Background: an optimization exercise with open tools, aiming at small area, a short achievable clock period and few clock cycles per item. Do not read the settings as production practice.
In this exercise RTL edits were held to simulation tests only and were not proved equivalent to the original.
No activity file was given, so power comes from the tool's default toggle rates.

==> run.sh <==
#!/bin/bash
# synth_recipe.tcl (not shown) runs the flow's synth.tcl, then flattens the netlist and writes it again
# the make line also repeats each setting of config.mk as NAME=value (left out here)
make -C /OpenROAD-flow-scripts/flow DESIGN_CONFIG=/design/flow/config.mk WORK_HOME=/design/flow/orfs CLKGATE_MAP_FILE= SYNTH_SCRIPT=/design/flow/synth_recipe.tcl finish
==> config.mk <==
export PLATFORM = sky130hd
export DESIGN_NAME = gf_alu
export DESIGN_NICKNAME = gf_alu
export VERILOG_FILES = /design/flow/design.v
export SDC_FILE = /design/flow/constraint.sdc
export NUM_CORES = 4
export LEC_CHECK = 0
export CAP_MARGIN = 20
export CORE_MARGIN = 2
export CORE_UTILIZATION = 30
export SLEW_MARGIN = 20
==> constraint.sdc <==
create_clock -name core_clock -period 7.0 [get_ports {clk}]
set_input_delay 1.4000 -clock core_clock [delete_from_list [all_inputs] [get_ports {clk}]]
set_output_delay 1.4000 -clock core_clock [all_outputs]
set_load 0.01 [all_outputs]
==> design.v <==
module gf_mul (
    input  wire       f10,
    input  wire [9:0] a,
    input  wire [9:0] b,
    output wire [9:0] p
);
    reg [18:0] c;
    integer i;
    always @(*) begin
        c = 19'd0;
        for (i = 0; i < 10; i = i + 1)
            if (b[i]) c = c ^ ({9'd0, a} << i);
    end
    wire [9:0] r10, r8;
    gf_red10 u_r10 (.c(c),        .r(r10));
    gf_red8  u_r8  (.c(c[14:0]),  .r(r8));
    assign p = f10 ? r10 : r8;
endmodule
module gf_sq (
    input  wire       f10,
    input  wire [9:0] x,
    output wire [9:0] y
);
    reg [18:0] c;
    integer i;
    always @(*) begin
        c = 19'd0;
        for (i = 0; i < 10; i = i + 1)
            c[2 * i] = x[i];
    end
    wire [9:0] r10, r8;
    gf_red10 u_r10 (.c(c),        .r(r10));
    gf_red8  u_r8  (.c(c[14:0]),  .r(r8));
    assign y = f10 ? r10 : r8;
endmodule
module gf_red10 (
    input  wire [18:0] c,
    output wire [9:0]  r
);
    reg [18:0] t;
    integer i;
    always @(*) begin
        t = c;
        for (i = 18; i >= 10; i = i - 1)
            if (t[i]) t = t ^ (19'h409 << (i - 10));
    end
    assign r = t[9:0];
endmodule
module gf_red8 (
    input  wire [14:0] c,
    output wire [9:0]  r
);
    reg [14:0] t;
    integer i;
    always @(*) begin
        t = c;
        for (i = 14; i >= 8; i = i - 1)
            if (t[i]) t = t ^ (15'h11B << (i - 8));
    end
    assign r = {2'b00, t[7:0]};
endmodule
module gf8_exp_lo (
    input  wire [3:0] addr,
    output reg  [7:0] data
);
    always @(*) begin
        case (addr)
            4'h0: data = 8'h01;
            4'h1: data = 8'h03;
            4'h2: data = 8'h05;
            4'h3: data = 8'h0F;
            4'h4: data = 8'h11;
            4'h5: data = 8'h33;
            4'h6: data = 8'h55;
            4'h7: data = 8'hFF;
            4'h8: data = 8'h1A;
            4'h9: data = 8'h2E;
            4'hA: data = 8'h72;
            4'hB: data = 8'h96;
            4'hC: data = 8'hA1;
            4'hD: data = 8'hF8;
            4'hE: data = 8'h13;
            4'hF: data = 8'h35;
            default: data = 8'h00;
        endcase
    end
endmodule
module gf8_exp_hi (
    input  wire [3:0] addr,
    output reg  [7:0] data
);
    always @(*) begin
        case (addr)
            4'h0: data = 8'h01;
            4'h1: data = 8'h5F;
            4'h2: data = 8'hE5;
            4'h3: data = 8'h53;
            4'h4: data = 8'h4C;
            4'h5: data = 8'h83;
            4'h6: data = 8'hB5;
            4'h7: data = 8'hFE;
            4'h8: data = 8'hFB;
            4'h9: data = 8'hC3;
            4'hA: data = 8'h9F;
            4'hB: data = 8'h9B;
            4'hC: data = 8'hFC;
            4'hD: data = 8'h45;
            4'hE: data = 8'h12;
            4'hF: data = 8'h39;
            default: data = 8'h00;
        endcase
    end
endmodule
module gf8_log_rom (
    input  wire [7:0] addr,
    output reg  [7:0] data
);
    always @(*) begin
        case (addr)
            8'h00: data = 8'h00;
            8'h01: data = 8'h00;
            8'h02: data = 8'h19;
            8'h03: data = 8'h01;
            8'h04: data = 8'h32;
            8'h05: data = 8'h02;
            8'h06: data = 8'h1A;
            8'h07: data = 8'hC6;
            8'h08: data = 8'h4B;
            8'h09: data = 8'hC7;
            8'h0A: data = 8'h1B;
            8'h0B: data = 8'h68;
            8'h0C: data = 8'h33;
            8'h0D: data = 8'hEE;
            8'h0E: data = 8'hDF;
            8'h0F: data = 8'h03;
            8'h10: data = 8'h64;
            8'h11: data = 8'h04;
            8'h12: data = 8'hE0;
            8'h13: data = 8'h0E;
            8'h14: data = 8'h34;
            8'h15: data = 8'h8D;
            8'h16: data = 8'h81;
            8'h17: data = 8'hEF;
            8'h18: data = 8'h4C;
            8'h19: data = 8'h71;
            8'h1A: data = 8'h08;
            8'h1B: data = 8'hC8;
            8'h1C: data = 8'hF8;
            8'h1D: data = 8'h69;
            8'h1E: data = 8'h1C;
            8'h1F: data = 8'hC1;
            8'h20: data = 8'h7D;
            8'h21: data = 8'hC2;
            8'h22: data = 8'h1D;
            8'h23: data = 8'hB5;
            8'h24: data = 8'hF9;
            8'h25: data = 8'hB9;
            8'h26: data = 8'h27;
            8'h27: data = 8'h6A;
            8'h28: data = 8'h4D;
            8'h29: data = 8'hE4;
            8'h2A: data = 8'hA6;
            8'h2B: data = 8'h72;
            8'h2C: data = 8'h9A;
            8'h2D: data = 8'hC9;
            8'h2E: data = 8'h09;
            8'h2F: data = 8'h78;
            8'h30: data = 8'h65;
            8'h31: data = 8'h2F;
            8'h32: data = 8'h8A;
            8'h33: data = 8'h05;
            8'h34: data = 8'h21;
            8'h35: data = 8'h0F;
            8'h36: data = 8'hE1;
            8'h37: data = 8'h24;
            8'h38: data = 8'h12;
            8'h39: data = 8'hF0;
            8'h3A: data = 8'h82;
            8'h3B: data = 8'h45;
            8'h3C: data = 8'h35;
            8'h3D: data = 8'h93;
            8'h3E: data = 8'hDA;
            8'h3F: data = 8'h8E;
            8'h40: data = 8'h96;
            8'h41: data = 8'h8F;
            8'h42: data = 8'hDB;
            8'h43: data = 8'hBD;
            8'h44: data = 8'h36;
            8'h45: data = 8'hD0;
            8'h46: data = 8'hCE;
            8'h47: data = 8'h94;
            8'h48: data = 8'h13;
            8'h49: data = 8'h5C;
            8'h4A: data = 8'hD2;
            8'h4B: data = 8'hF1;
            8'h4C: data = 8'h40;
            8'h4D: data = 8'h46;
            8'h4E: data = 8'h83;
            8'h4F: data = 8'h38;
            8'h50: data = 8'h66;
            8'h51: data = 8'hDD;
            8'h52: data = 8'hFD;
            8'h53: data = 8'h30;
            8'h54: data = 8'hBF;
            8'h55: data = 8'h06;
            8'h56: data = 8'h8B;
            8'h57: data = 8'h62;
            8'h58: data = 8'hB3;
            8'h59: data = 8'h25;
            8'h5A: data = 8'hE2;
            8'h5B: data = 8'h98;
            8'h5C: data = 8'h22;
            8'h5D: data = 8'h88;
            8'h5E: data = 8'h91;
            8'h5F: data = 8'h10;
            8'h60: data = 8'h7E;
            8'h61: data = 8'h6E;
            8'h62: data = 8'h48;
            8'h63: data = 8'hC3;
            8'h64: data = 8'hA3;
            8'h65: data = 8'hB6;
            8'h66: data = 8'h1E;
            8'h67: data = 8'h42;
            8'h68: data = 8'h3A;
            8'h69: data = 8'h6B;
            8'h6A: data = 8'h28;
            8'h6B: data = 8'h54;
            8'h6C: data = 8'hFA;
            8'h6D: data = 8'h85;
            8'h6E: data = 8'h3D;
            8'h6F: data = 8'hBA;
            8'h70: data = 8'h2B;
            8'h71: data = 8'h79;
            8'h72: data = 8'h0A;
            8'h73: data = 8'h15;
            8'h74: data = 8'h9B;
            8'h75: data = 8'h9F;
            8'h76: data = 8'h5E;
            8'h77: data = 8'hCA;
            8'h78: data = 8'h4E;
            8'h79: data = 8'hD4;
            8'h7A: data = 8'hAC;
            8'h7B: data = 8'hE5;
            8'h7C: data = 8'hF3;
            8'h7D: data = 8'h73;
            8'h7E: data = 8'hA7;
            8'h7F: data = 8'h57;
            8'h80: data = 8'hAF;
            8'h81: data = 8'h58;
            8'h82: data = 8'hA8;
            8'h83: data = 8'h50;
            8'h84: data = 8'hF4;
            8'h85: data = 8'hEA;
            8'h86: data = 8'hD6;
            8'h87: data = 8'h74;
            8'h88: data = 8'h4F;
            8'h89: data = 8'hAE;
            8'h8A: data = 8'hE9;
            8'h8B: data = 8'hD5;
            8'h8C: data = 8'hE7;
            8'h8D: data = 8'hE6;
            8'h8E: data = 8'hAD;
            8'h8F: data = 8'hE8;
            8'h90: data = 8'h2C;
            8'h91: data = 8'hD7;
            8'h92: data = 8'h75;
            8'h93: data = 8'h7A;
            8'h94: data = 8'hEB;
            8'h95: data = 8'h16;
            8'h96: data = 8'h0B;
            8'h97: data = 8'hF5;
            8'h98: data = 8'h59;
            8'h99: data = 8'hCB;
            8'h9A: data = 8'h5F;
            8'h9B: data = 8'hB0;
            8'h9C: data = 8'h9C;
            8'h9D: data = 8'hA9;
            8'h9E: data = 8'h51;
            8'h9F: data = 8'hA0;
            8'hA0: data = 8'h7F;
            8'hA1: data = 8'h0C;
            8'hA2: data = 8'hF6;
            8'hA3: data = 8'h6F;
            8'hA4: data = 8'h17;
            8'hA5: data = 8'hC4;
            8'hA6: data = 8'h49;
            8'hA7: data = 8'hEC;
            8'hA8: data = 8'hD8;
            8'hA9: data = 8'h43;
            8'hAA: data = 8'h1F;
            8'hAB: data = 8'h2D;
            8'hAC: data = 8'hA4;
            8'hAD: data = 8'h76;
            8'hAE: data = 8'h7B;
            8'hAF: data = 8'hB7;
            8'hB0: data = 8'hCC;
            8'hB1: data = 8'hBB;
            8'hB2: data = 8'h3E;
            8'hB3: data = 8'h5A;
            8'hB4: data = 8'hFB;
            8'hB5: data = 8'h60;
            8'hB6: data = 8'hB1;
            8'hB7: data = 8'h86;
            8'hB8: data = 8'h3B;
            8'hB9: data = 8'h52;
            8'hBA: data = 8'hA1;
            8'hBB: data = 8'h6C;
            8'hBC: data = 8'hAA;
            8'hBD: data = 8'h55;
            8'hBE: data = 8'h29;
            8'hBF: data = 8'h9D;
            8'hC0: data = 8'h97;
            8'hC1: data = 8'hB2;
            8'hC2: data = 8'h87;
            8'hC3: data = 8'h90;
            8'hC4: data = 8'h61;
            8'hC5: data = 8'hBE;
            8'hC6: data = 8'hDC;
            8'hC7: data = 8'hFC;
            8'hC8: data = 8'hBC;
            8'hC9: data = 8'h95;
            8'hCA: data = 8'hCF;
            8'hCB: data = 8'hCD;
            8'hCC: data = 8'h37;
            8'hCD: data = 8'h3F;
            8'hCE: data = 8'h5B;
            8'hCF: data = 8'hD1;
            8'hD0: data = 8'h53;
            8'hD1: data = 8'h39;
            8'hD2: data = 8'h84;
            8'hD3: data = 8'h3C;
            8'hD4: data = 8'h41;
            8'hD5: data = 8'hA2;
            8'hD6: data = 8'h6D;
            8'hD7: data = 8'h47;
            8'hD8: data = 8'h14;
            8'hD9: data = 8'h2A;
            8'hDA: data = 8'h9E;
            8'hDB: data = 8'h5D;
            8'hDC: data = 8'h56;
            8'hDD: data = 8'hF2;
            8'hDE: data = 8'hD3;
            8'hDF: data = 8'hAB;
            8'hE0: data = 8'h44;
            8'hE1: data = 8'h11;
            8'hE2: data = 8'h92;
            8'hE3: data = 8'hD9;
            8'hE4: data = 8'h23;
            8'hE5: data = 8'h20;
            8'hE6: data = 8'h2E;
            8'hE7: data = 8'h89;
            8'hE8: data = 8'hB4;
            8'hE9: data = 8'h7C;
            8'hEA: data = 8'hB8;
            8'hEB: data = 8'h26;
            8'hEC: data = 8'h77;
            8'hED: data = 8'h99;
            8'hEE: data = 8'hE3;
            8'hEF: data = 8'hA5;
            8'hF0: data = 8'h67;
            8'hF1: data = 8'h4A;
            8'hF2: data = 8'hED;
            8'hF3: data = 8'hDE;
            8'hF4: data = 8'hC5;
            8'hF5: data = 8'h31;
            8'hF6: data = 8'hFE;
            8'hF7: data = 8'h18;
            8'hF8: data = 8'h0D;
            8'hF9: data = 8'h63;
            8'hFA: data = 8'h8C;
            8'hFB: data = 8'h80;
            8'hFC: data = 8'hC0;
            8'hFD: data = 8'hF7;
            8'hFE: data = 8'h70;
            8'hFF: data = 8'h07;
            default: data = 8'h00;
        endcase
    end
endmodule
module gf_alu (
    input  wire        clk,
    input  wire        rst,
    input  wire        start,
    input  wire [7:0]  op,
    input  wire [31:0] a,
    input  wire [31:0] b,
    output wire        ready,
    output reg         done,
    output wire [31:0] result,
    output reg         err,
    output wire [7:0]  errcode
);
    localparam [7:0] OP_GF8_ADD  = 8'h10;
    localparam [7:0] OP_GF8_MUL  = 8'h11;
    localparam [7:0] OP_GF8_INV  = 8'h12;
    localparam [7:0] OP_GF8_POW  = 8'h13;
    localparam [7:0] OP_GF8_EXP  = 8'h14;
    localparam [7:0] OP_GF8_LOG  = 8'h15;
    localparam [7:0] OP_GF10_ADD = 8'h20;
    localparam [7:0] OP_GF10_MUL = 8'h21;
    localparam [7:0] OP_GF10_INV = 8'h22;
    localparam [7:0] OP_GF10_POW = 8'h23;
    reg        errz;
    reg  [9:0] res;         
    assign result  = {22'd0, res};
    assign errcode = {3'b000, err, 3'b000, errz};
    reg        busy;        
    reg        eng;         
    reg        fld10;       
    reg  [9:0] x;           
    reg  [9:0] x3;          
    reg  [7:0] rem;         
    reg  [1:0] cnt;         
    assign ready = ~busy;
    wire       f10_in = op[5];                  
    wire [9:0] am = {a[9:8] & {2{f10_in}}, a[7:0]};
    wire [9:0] bm = {b[9:8] & {2{f10_in}}, b[7:0]};
    wire [11:0] s10a = {2'b00, b[9:0]} + {2'b00, b[19:10]} + {2'b00, b[29:20]} + {10'd0, b[31:30]};
    wire [10:0] s10b = {1'b0, s10a[9:0]} + {9'd0, s10a[11:10]};
    wire [9:0]  e10  = s10b[9:0] + {9'd0, s10b[10]};
    wire [9:0]  s8a  = {2'b00, b[7:0]} + {2'b00, b[15:8]} + {2'b00, b[23:16]} + {2'b00, b[31:24]};
    wire [8:0]  s8b  = {1'b0, s8a[7:0]} + {7'd0, s8a[9:8]};
    wire [7:0]  e8   = s8b[7:0] + {7'd0, s8b[8]};
    wire [9:0]  e_in = (op == OP_GF10_INV) ? 10'd1022 : e10;
    wire [7:0] log_d;
    gf8_log_rom u_log (.addr(a[7:0]), .data(log_d));
    wire [7:0] ek = busy ? ~res[7:0] : a[7:0];   
    wire [7:0] exp_lo, exp_hi;
    gf8_exp_lo u_exp_lo (.addr(ek[3:0]), .data(exp_lo));
    gf8_exp_hi u_exp_hi (.addr(ek[7:4]), .data(exp_hi));
    wire [9:0] a2, x2, r2, r4;
    gf_sq u_sqa (.f10(f10_in), .x(am),  .y(a2));
    gf_sq u_sqx (.f10(fld10),  .x(x),   .y(x2));
    gf_sq u_sq1 (.f10(fld10),  .x(res), .y(r2));
    gf_sq u_sq2 (.f10(fld10),  .x(r2),  .y(r4));
    reg [9:0] tx;           
    always @(*) begin
        case (rem[7:6])
            2'd0:    tx = 10'd1;
            2'd1:    tx = x;
            2'd2:    tx = x2;
            default: tx = x3;
        endcase
    end
    wire [9:0] exp_a = {2'b00, exp_lo};
    wire [9:0] exp_b = {2'b00, exp_hi};
    wire [9:0] ma = busy ? (eng ? r4 : exp_a) : (op[2] ? exp_a : am);
    wire [9:0] mb = busy ? (eng ? tx : exp_b) : (op[2] ? exp_b : (op[1] ? a2 : bm));
    wire       mf = busy ? (eng & fld10) : f10_in;
    wire [9:0] mp;
    gf_mul u_mul (.f10(mf), .a(ma), .b(mb), .p(mp));
    wire [1:0] etop = f10_in ? e_in[9:8] : e8[7:6];
    reg  [9:0] t0;
    always @(*) begin
        case (etop)
            2'd0:    t0 = 10'd1;
            2'd1:    t0 = am;
            2'd2:    t0 = a2;
            default: t0 = mp;
        endcase
    end
    always @(posedge clk) begin
        if (rst) begin
            busy <= 1'b0;
            done <= 1'b0;
        end else begin
            done <= 1'b0;
            if (busy) begin
                res <= mp;
                rem <= {rem[5:0], 2'b00};
                cnt <= cnt - 2'd1;
                if (!eng || cnt == 2'd0) begin
                    busy <= 1'b0;
                    done <= 1'b1;
                end
            end else if (start) begin
                done <= 1'b1;
                err  <= 1'b0;
                errz <= 1'b0;
                case (op)
                    OP_GF8_ADD, OP_GF10_ADD:
                        res <= am ^ bm;
                    OP_GF8_MUL, OP_GF10_MUL, OP_GF8_EXP:
                        res <= mp;
                    OP_GF8_LOG, OP_GF8_INV: begin
                        res <= {2'b00, log_d};      
                        if (a[7:0] == 8'd0) begin
                            err  <= 1'b1;
                            errz <= 1'b1;
                        end else if (op == OP_GF8_INV) begin
                            done <= 1'b0;
                            busy <= 1'b1;
                            eng  <= 1'b0;
                        end
                    end
                    OP_GF8_POW, OP_GF10_POW, OP_GF10_INV: begin
                        if (op == OP_GF10_INV && a[9:0] == 10'd0) begin
                            res  <= 10'd0;
                            err  <= 1'b1;
                            errz <= 1'b1;
                        end else begin
                            done  <= 1'b0;
                            busy  <= 1'b1;
                            eng   <= 1'b1;
                            fld10 <= f10_in;
                            x     <= am;
                            x3    <= mp;
                            res   <= t0;
                            rem   <= f10_in ? e_in[7:0] : {e8[5:0], 2'b00};
                            cnt   <= f10_in ? 2'd3 : 2'd2;
                        end
                    end
                    default: begin
                        res <= 10'd0;
                        err <= 1'b1;
                    end
                endcase
            end
        end
    end
endmodule
==> summary.log <==
[power] leakage power total 0.00585 uW
[synthesis] Netlist Area Pre-Place 12,100 sq um
[floorplanning] effective utilization at floorplan 0.304
[synthesis] top flip-flop cell by instance count after synthesis sky130_fd_sc_hd__edfxtp_1
[critical_path] critical path class primary input to flip-flop
[final_layout] Layout Nets 1,881
[synthesis] count of state elements after synthesis 46
[power] Pwr per Cell Area 221 nW/um^2
[timing] slew margin rel. 0.272
[final_layout] synthesis-to-layout area growth 20.4%
[timing] number of pins exceeding their max-slew limit in the final report 0
[floorplanning] area of the core region 39,700 sq um
[place] placer congestion estimate 0.963
[hold_path] Min-Delay Endpoint rem[4]$_DFFE_PP_
[critical_path] number of buffers and inverters on the critical path 2
[synthesis] proportion of netlist area held by the largest area contributor 0.110
[floorplanning] width of the die 205 microns
[critical_path] crit end category flip-flop
[place] Placed Cells 2,213
[final_layout] non-filler instance count after layout 2,243
[timing] count of final hold-check violations 0
[critical_path] capturing point of the worst reg2reg path res[2]$_DFFE_PP_
[timing] setup repair after global routing missed its margin true
[clock_tree] largest buffer count on any clock path 2
[critical_path] endpoint required time on the critical path 7.04 ns
[hold_path] start point of the worst min-delay path rem[2]$_DFFE_PP_
[place] detailed placement HPWL 34.7 mm
[detailed_routing] initial drt markers 1,915
[synthesis] unique cell type count in the Yosys netlist 103
[synthesis] number of cells produced by synthesis 1,607
[detailed_routing] average routed wire per standard cell 20.9 microns
[critical_path] largest fanout on the critical path 6
[synthesis] post-synthesis sequential area ratio 0.113
[run] number of max-capacitance violations reported 0
[synthesis] biggest area contributors in the synthesized netlist sky130_fd_sc_hd__edfxtp_1, sky130_fd_sc_hd__xnor2_1, sky130_fd_sc_hd__nor2_1
[timing] ratio of final minimum period to clock period 0.985
[grt] initial antenna violation count 9
[detailed_routing] remaining number of nets flagged by the antenna check after routing 0
[floorplanning] Total Die Area 41,800 sq um
[floorplanning] Placement Rows 73
[grt] maximum number of pins on one net before global-route repair 90
[critical_path] category of the worst setup path launch point primary input
[final_layout] fraction of layout cells with a size suffix above 1 0.183
[synthesis] Post-Synthesis Mean Instance Area 7.51 sq um
[final_layout] leading cell type in the layout, fill and taps excluded sky130_fd_sc_hd__nor2_1
[final_layout] commonest cells after routing, fill and taps aside sky130_fd_sc_hd__nor2_1, sky130_fd_sc_hd__buf_4, sky130_fd_sc_hd__nand2_1
[synthesis] async set-reset flop share out of synthesis 0
[synthesis] synth warn 8
[critical_path] startpoint of the worst-slack reg-to-reg timing path busy$_SDFF_PP0_
[detailed_routing] routed via count divided by cell count 5.83
[synthesis] cell taking the most area after synthesis sky130_fd_sc_hd__edfxtp_1
[power] Peak supply drop 0.189 mV
[hold_path] Worst Hold Class flip-flop to flip-flop
[timing] slew at the pin with the worst max-slew slack 1.09 ns
[grt] total grt overflow 0
[critical_path] depth of the most critical reg-to-reg path 17
[synthesis] EDFF count, synth 44
[timing] fin crit period 6.90 ns
[critical_path] Worst path top cell family by delay adder cells
[detailed_routing] Total Routed Length 46.8 mm
[clock_tree] clock tree from TritonCTS yes
[critical_path] arrival time at the worst endpoint 6.94 ns
[critical_path] worst reg-to-reg setup slack 1.86 ns
[detailed_routing] drt drc 0
[clock_tree] htree depth 2
[timing] worst setup skew after layout 0.00855 ns
[grt] global-route wire length before repair 72.0 mm
[grt] via count of the first global-routing pass 12,400
[floorplanning] Boundary Pins 118
[timing] Min Hold Slack 0.543 ns
[clock_tree] number of sinks handled by clock tree synthesis 46
[status] status no timing/DRC/antenna violations
[detailed_routing] via count 13,100
[clock_tree] source-to-sink clock delay at the later pin of the worst-skew pair 0.29 ns
[floorplanning] DIE HEIGHT 205 microns
[clock_tree] CTS root buffer sky130_fd_sc_hd__clkbuf_16
[clock_tree] number of CTS-inserted buffers 5
[timing] f_max 0.145 GHz
[detailed_routing] detailed-router iteration count before antenna repair 6
[hold_path] worst hold path stage count 2
[timing] final setup violation count 0
[grt] aggregate global-route resource usage 0.218
[critical_path] CP max stage delay 0.52 ns
[clock_tree] clock-pin slew on the worst setup and hold paths 0.07 ns
[critical_path] critical path's slowest cell sky130_fd_sc_hd__clkdlybuf4s50_1
[place] number of buffer cells added on primary ports 67
-- layout make-up --
type                       count  area (sq um)
antenna                        2          5.00
clock buffer                   5           125
clock inverter                 3          21.3
fill                        4164         25200
inverter                      58           220
multi-input combinational   1378         10200
sequential                    46          1360
tap                          525           657
timing repair buffer         226          1890
-- cells in the mapped netlist, types with 7 or more instances --
cell type	instances
sky130_fd_sc_hd__nand3b_1	10
sky130_fd_sc_hd__edfxtp_1	44
sky130_fd_sc_hd__nor4_1	9
sky130_fd_sc_hd__buf_4	35
sky130_fd_sc_hd__nor2b_1	27
sky130_fd_sc_hd__nor3_1	35
sky130_fd_sc_hd__a21o_1	20
sky130_fd_sc_hd__nand2_1	122
sky130_fd_sc_hd__buf_2	24
sky130_fd_sc_hd__clkbuf_1	74
sky130_fd_sc_hd__o211ai_1	17
sky130_fd_sc_hd__a311oi_1	13
sky130_fd_sc_hd__o31ai_1	20
sky130_fd_sc_hd__a21oi_1	114
sky130_fd_sc_hd__inv_1	53
sky130_fd_sc_hd__nand3_1	36
sky130_fd_sc_hd__ha_1	61
sky130_fd_sc_hd__nand2b_1	26
sky130_fd_sc_hd__a221oi_1	8
sky130_fd_sc_hd__nor2_1	208
sky130_fd_sc_hd__xnor2_1	105
sky130_fd_sc_hd__a31oi_1	22
sky130_fd_sc_hd__fa_1	30
sky130_fd_sc_hd__xnor3_1	17
sky130_fd_sc_hd__o311ai_0	10
sky130_fd_sc_hd__mux2_2	7
sky130_fd_sc_hd__mux2i_1	27
sky130_fd_sc_hd__buf_1	16
sky130_fd_sc_hd__xor2_1	50
sky130_fd_sc_hd__o21ai_0	120
sky130_fd_sc_hd__o22ai_1	23
sky130_fd_sc_hd__and3_1	11
sky130_fd_sc_hd__a211oi_1	30
sky130_fd_sc_hd__and2_1	10
sky130_fd_sc_hd__a22oi_1	8
sky130_fd_sc_hd__or2_2	13
-- cell families after synthesis --
group                      Yosys count  share of synthesized area
and+or+nand+nor                    537                      0.208
xor gates and xnor gates           186                      0.169
AOI/OAI and AO/OA                  494                      0.273
muxes                               41                     0.0413
other                                1                   0.000311
DFF                                 46                      0.113
adders and majority gates           92                      0.114
buffers and inverters              210                     0.0806
-- flip-flops by register name (all words and copies together), names as in the netlist, 2 cells and up --
| signal | count |
|---|---|
| res | 10 |
| x3 | 10 |
| rem | 8 |
| cnt | 2 |
| x | 10 |
-- routing by layer --
metal	track usage	routed length, microns	up-vias
met1	0.289	18900	6161
li1	-	-	5962
met3	0.0480	5160	129
met2	0.347	21000	812
met4	0.0807	1760	10
met5	0	59	-
-- power breakdown --
part	leakage [uW]	total, uW	switching [uW]	internal, uW
registers	0.000425	352	10.6	342
clock network	0.0000698	244	111	133
logic	0.00535	2610	1370	1240
total	0.00585	3210	1490	1720
-- repair_timing --
| item | 4_1_cts | 5_1_grt |
|---|---|---|
| buffers inserted | 9 | 11 |
| pin swaps | 37 | 61 |
| endpoints found under the setup margin | 10 | 10 |
| gates resized for setup | 59 | 73 |
| hold buffers | 0 | 0 |
-- how the worst max path moves through the flow --
stage	end	cells past startpoint	startpoint
after detailed placement	res[4]$_DFFE_PP_	30	b[1]
after global placement	res[3]$_DFFE_PP_	31	b[21]
final	res[0]$_DFFE_PP_	30	b[26]
after floorplan	res[2]$_DFFE_PP_	27	b[21]
after global routing	res[0]$_DFFE_PP_	30	b[26]
after CTS	res[2]$_DFFE_PP_	30	b[12]
-- worst reg2reg max path: cells and delay by family (launching register included) --
family	cells	cell delay [ns]
AOI/OAI and AO/OA	4	0.61
xor gates and xnor gates	6	2.02
adders and majority gates	1	0.22
buffers and inverters	2	0.59
DFF	1	0.57
muxes	1	0.11
and+or+nand+nor	3	0.87
-- through the flow --
stage                      TNS, ns  setup slack (ns)  total power (uW)   util  instance area (sq um)
after floorplan           -0.00212          -0.00212              1880      -                  12200
after global placement       -6.94            -0.842              2650  0.348                  13800
after detailed placement     -7.40            -0.849              2680  0.348                  13800
after CTS                        0           0.00214              3070  0.359                  14200
after global routing         -1.76            -0.239              3420  0.366                  14500
final                            0             0.104              3210  0.366                  14500
Testbench counts, summed over its fixed seeds: cycles 5,154, items 3,200.

## what the ideal ports hide
The results above use ideal ports. As a check the final layout listed here was re-extracted and re-timed, cells and wires unchanged. Step 1 sets driving cells, clkbuf_16 on the clock port and buf_2 on the other inputs (assumed; they add their load-dependent delay and slew). Step 2 also shifts input and output timing later by t, the mid clock arrival at the registers, as if the neighbouring blocks saw the same clock. a / b / c = ideal ports / drivers / drivers and shift; a / b = the first two.
t, ns: 0.328
setup slack, ns: 0.104 / 0.112 / -0.216
clock arrival spread, ns: 0.009 / 0.009
cell pins on the clock port's net: 1
Met with ideal ports but missed after step 2: setup timing in this run. For this run, drivers alone change the setup slack by +0.008 ns; drivers and shift together by -0.320 ns.
